Source: an optimization exercise on an open RTL-to-GDS flow (aim: small area, a short achievable clock period and few clock cycles). Production flows keep margins and buffers that such runs may drop. Function was checked by simulation only, so behaviour that the tests miss may differ from the original.

Design cellular_automaton_engine, start of the top module:
module cellular_automaton_engine (
    input  wire        clk,
    input  wire        rst,         
    input  wire        req_valid,
    output wire        req_ready,
    input  wire [63:0] req_data,
    output wire        rsp_valid,
    input  wire        rsp_ready,
    output wire [63:0] rsp_data
);
    localparam N = 9;
    localparam C = 261;
    localparam [7:0] OP_LOAD_STATE = 8'h01,
                     OP_READ_STATE = 8'h02,
                     OP_NEXT_U32   = 8'h03,
                     OP_NEXT_U64   = 8'h04,
                     OP_FILL_BYTES = 8'h05,
                     OP_SEED_U64   = 8'h06,
                     OP_SEED_BYTES = 8'h07,
                     OP_STEP       = 8'h08;
    localparam [7:0] ST_OK             = 8'h00,
                     ST_INVALID_LENGTH = 8'h01,
                     ST_ILLEGAL_CMD    = 8'h02,
                     ST_NOT_SEEDED     = 8'h03;
    localparam [3:0] S_IDLE  = 4'd0,
                     S_LOAD  = 4'd1,    
                     S_SBA   = 4'd2,    
                     S_SEEDU = 4'd4,    
                     S_GEN   = 4'd6,    
                     S_READ  = 4'd7,    
                     S_STEP  = 4'd8,    
                     S_LAST  = 4'd9,    
                     S_CATCH = 4'd10;   
    reg [31:0] s [0:N-1];
    reg        seeded;
    reg [3:0]  state;
    reg        req_ready_r;
    reg        rsp_valid_r;
    reg [63:0] rsp_r;
    reg [31:0] lo;              
    reg        have_lo;
    reg [31:0] rem;             
    reg        first;           
    reg [2:0]  nb3;             
    reg        ok9;             
  ...
==> flow/config.mk <==
export PLATFORM = sky130hd
export DESIGN_NAME = cellular_automaton_engine
export DESIGN_NICKNAME = cellular_automaton_engine
export VERILOG_FILES = /design/flow/design.v
export SDC_FILE = /design/flow/constraint.sdc
export NUM_CORES = 4
export LEC_CHECK = 0
export CAP_MARGIN = 20
export CORE_MARGIN = 2
export CORE_UTILIZATION = 50
export PLACE_DENSITY = 0.6
export SLEW_MARGIN = 20
export SYNTH_HIERARCHICAL = 1
export SYNTH_MINIMUM_KEEP_SIZE = 0
==> flow/constraint.sdc <==
create_clock -name core_clock -period 14.0 [get_ports {clk}]
set_input_delay 2.8000 -clock core_clock [delete_from_list [all_inputs] [get_ports {clk}]]
set_output_delay 2.8000 -clock core_clock [all_outputs]
set_load 0.01 [all_outputs]
standard.sh (not shown) runs the stock make flow with config.mk's settings and CLKGATE_MAP_FILE= SYNTH_SCRIPT=/design/flow/synth_recipe.tcl, a recipe that flattens the netlist after the stock synthesis.
==> flow/flow/run.sh <==
#!/bin/bash
# The standard ORFS layout (standard.sh: standard synthesis, floorplan,
# placement, CTS, routing, finish), with the setup repair asked to keep a
# larger margin under the design's clock period so that it works on the
# design's real critical paths. The SDC, clock period and I/O delays are
# the standard flow's, unchanged. make's full output goes to flow_make.log here; ORFS's
# per-step logs stay under orfs/logs/.
set -euo pipefail
cd "$(dirname "$0")/.."
bash standard.sh SETUP_SLACK_MARGIN=10 TNS_END_PERCENT=100 finish > flow_make.log 2>&1
Testbench counts at the start, summed over its fixed seeds: cycles 2,882.
Change:
--- a/flow/design.v
+++ b/flow/design.v
@@ -3652,23 +3652,33 @@
         end else begin
             q0 <= q0_next;
             q1 <= q1_hold;
             q2 <= q2_hold;
             q3 <= q3_hold;
         end
     end
-    integer i;
-    always @(posedge clk) begin
-        for (i = 0; i < N; i = i + 1) begin
-            if (s_en)
-                s[i] <= sh_two ? ((i == N - 1) ? rem : (i == N - 2) ? lo : s[(i + 2) % N]) :
-                        s_sh ? ((i == N - 1) ? s_in : s[(i + 1) % N]) :
-                        s_t1 ? pack(c1, i) : pack(c4, i);
-        end
+    reg [32*N-1:0] s_d;
+    wire [32*N-1:0] s_q, s_nx;
+    integer i, si;
+    always @* begin
+        for (si = 0; si < N; si = si + 1)
+            s_d[32*si +: 32] = sh_two ? ((si == N - 1) ? rem : (si == N - 2) ? lo : s[(si + 2) % N]) :
+                               s_sh ? ((si == N - 1) ? s_in : s[(si + 1) % N]) :
+                               s_t1 ? pack(c1, si) : pack(c4, si);
     end
+    genvar gq;
+    generate
+        for (gq = 0; gq < N; gq = gq + 1) begin : g_sq
+            assign s_q[32*gq +: 32] = s[gq];
+        end
+    endgenerate
+    holdmux #(.W(32*N)) u_s (.en(s_en), .d(s_d), .q(s_q), .y(s_nx));
+    always @(posedge clk)
+        for (i = 0; i < N; i = i + 1)
+            s[i] <= s_nx[32*i +: 32];
     function [63:0] hdr(input [7:0] status, input [7:0] opc, input [31:0] info);
         hdr = {info, 16'd0, opc, status};
     endfunction
     wire        h_ok_cmd = (h_opc == OP_READ_STATE) | (h_opc == OP_NEXT_U32) | (h_opc == OP_NEXT_U64) |
                            (h_opc == OP_FILL_BYTES) | (h_opc == OP_STEP);
     wire [7:0]  h_status = (h_opc == OP_LOAD_STATE) ? ST_INVALID_LENGTH :
                            h_ok_cmd ? (seeded ? ST_OK : ST_NOT_SEEDED) : ST_ILLEGAL_CMD;
What happened: Maximum frequency increases by 0.67%; hold slack gets better by 0.0042 ns; flip-flop and latch count stays the same; non-clock buffer count fell by 7; setup slack is better by 0.029 ns; die area came out higher by 1.3%; count of clock-buffer cells in the layout decreases by 7; area after synthesis increases by 1.3%; global-route usage is higher by 0.51 points; routed wire length grows by 3.3%; cell area is higher by 1.1%; clock skew went up by 0.0072 ns; via count came out higher by 1.8%.
Testbench counts after the change, summed over its fixed seeds: cycles 2,882.

==> static timing again, ports no longer ideal <==
How much do the figures lean on ideal ports? The routed layouts below were timed once more, with nothing changed but the port constraints.
Step 1: set_driving_cell puts a clkbuf_16 on clk and a buf_2 on each other input, an assumption about the parent block.
Step 2 also shifts input and output timing later by t, the mid clock arrival at the registers, as if the neighbouring blocks saw the same clock.
Slacks: no drivers / after step 1 / after step 2; pairs: no drivers / after step 1.
run | t (ns) | setup slack, ns | cell pins on the clock port's net
the first run | 0.815 | 9.675 / 9.675 / 9.127 | 1
the second run | 0.805 | 9.704 / 9.704 / 9.183 | 1
After both steps setup and hold are still met in every run listed. The setup slack of the first run, which loses most, moves by 0.000 ns with the drivers and by -0.548 ns with both steps.
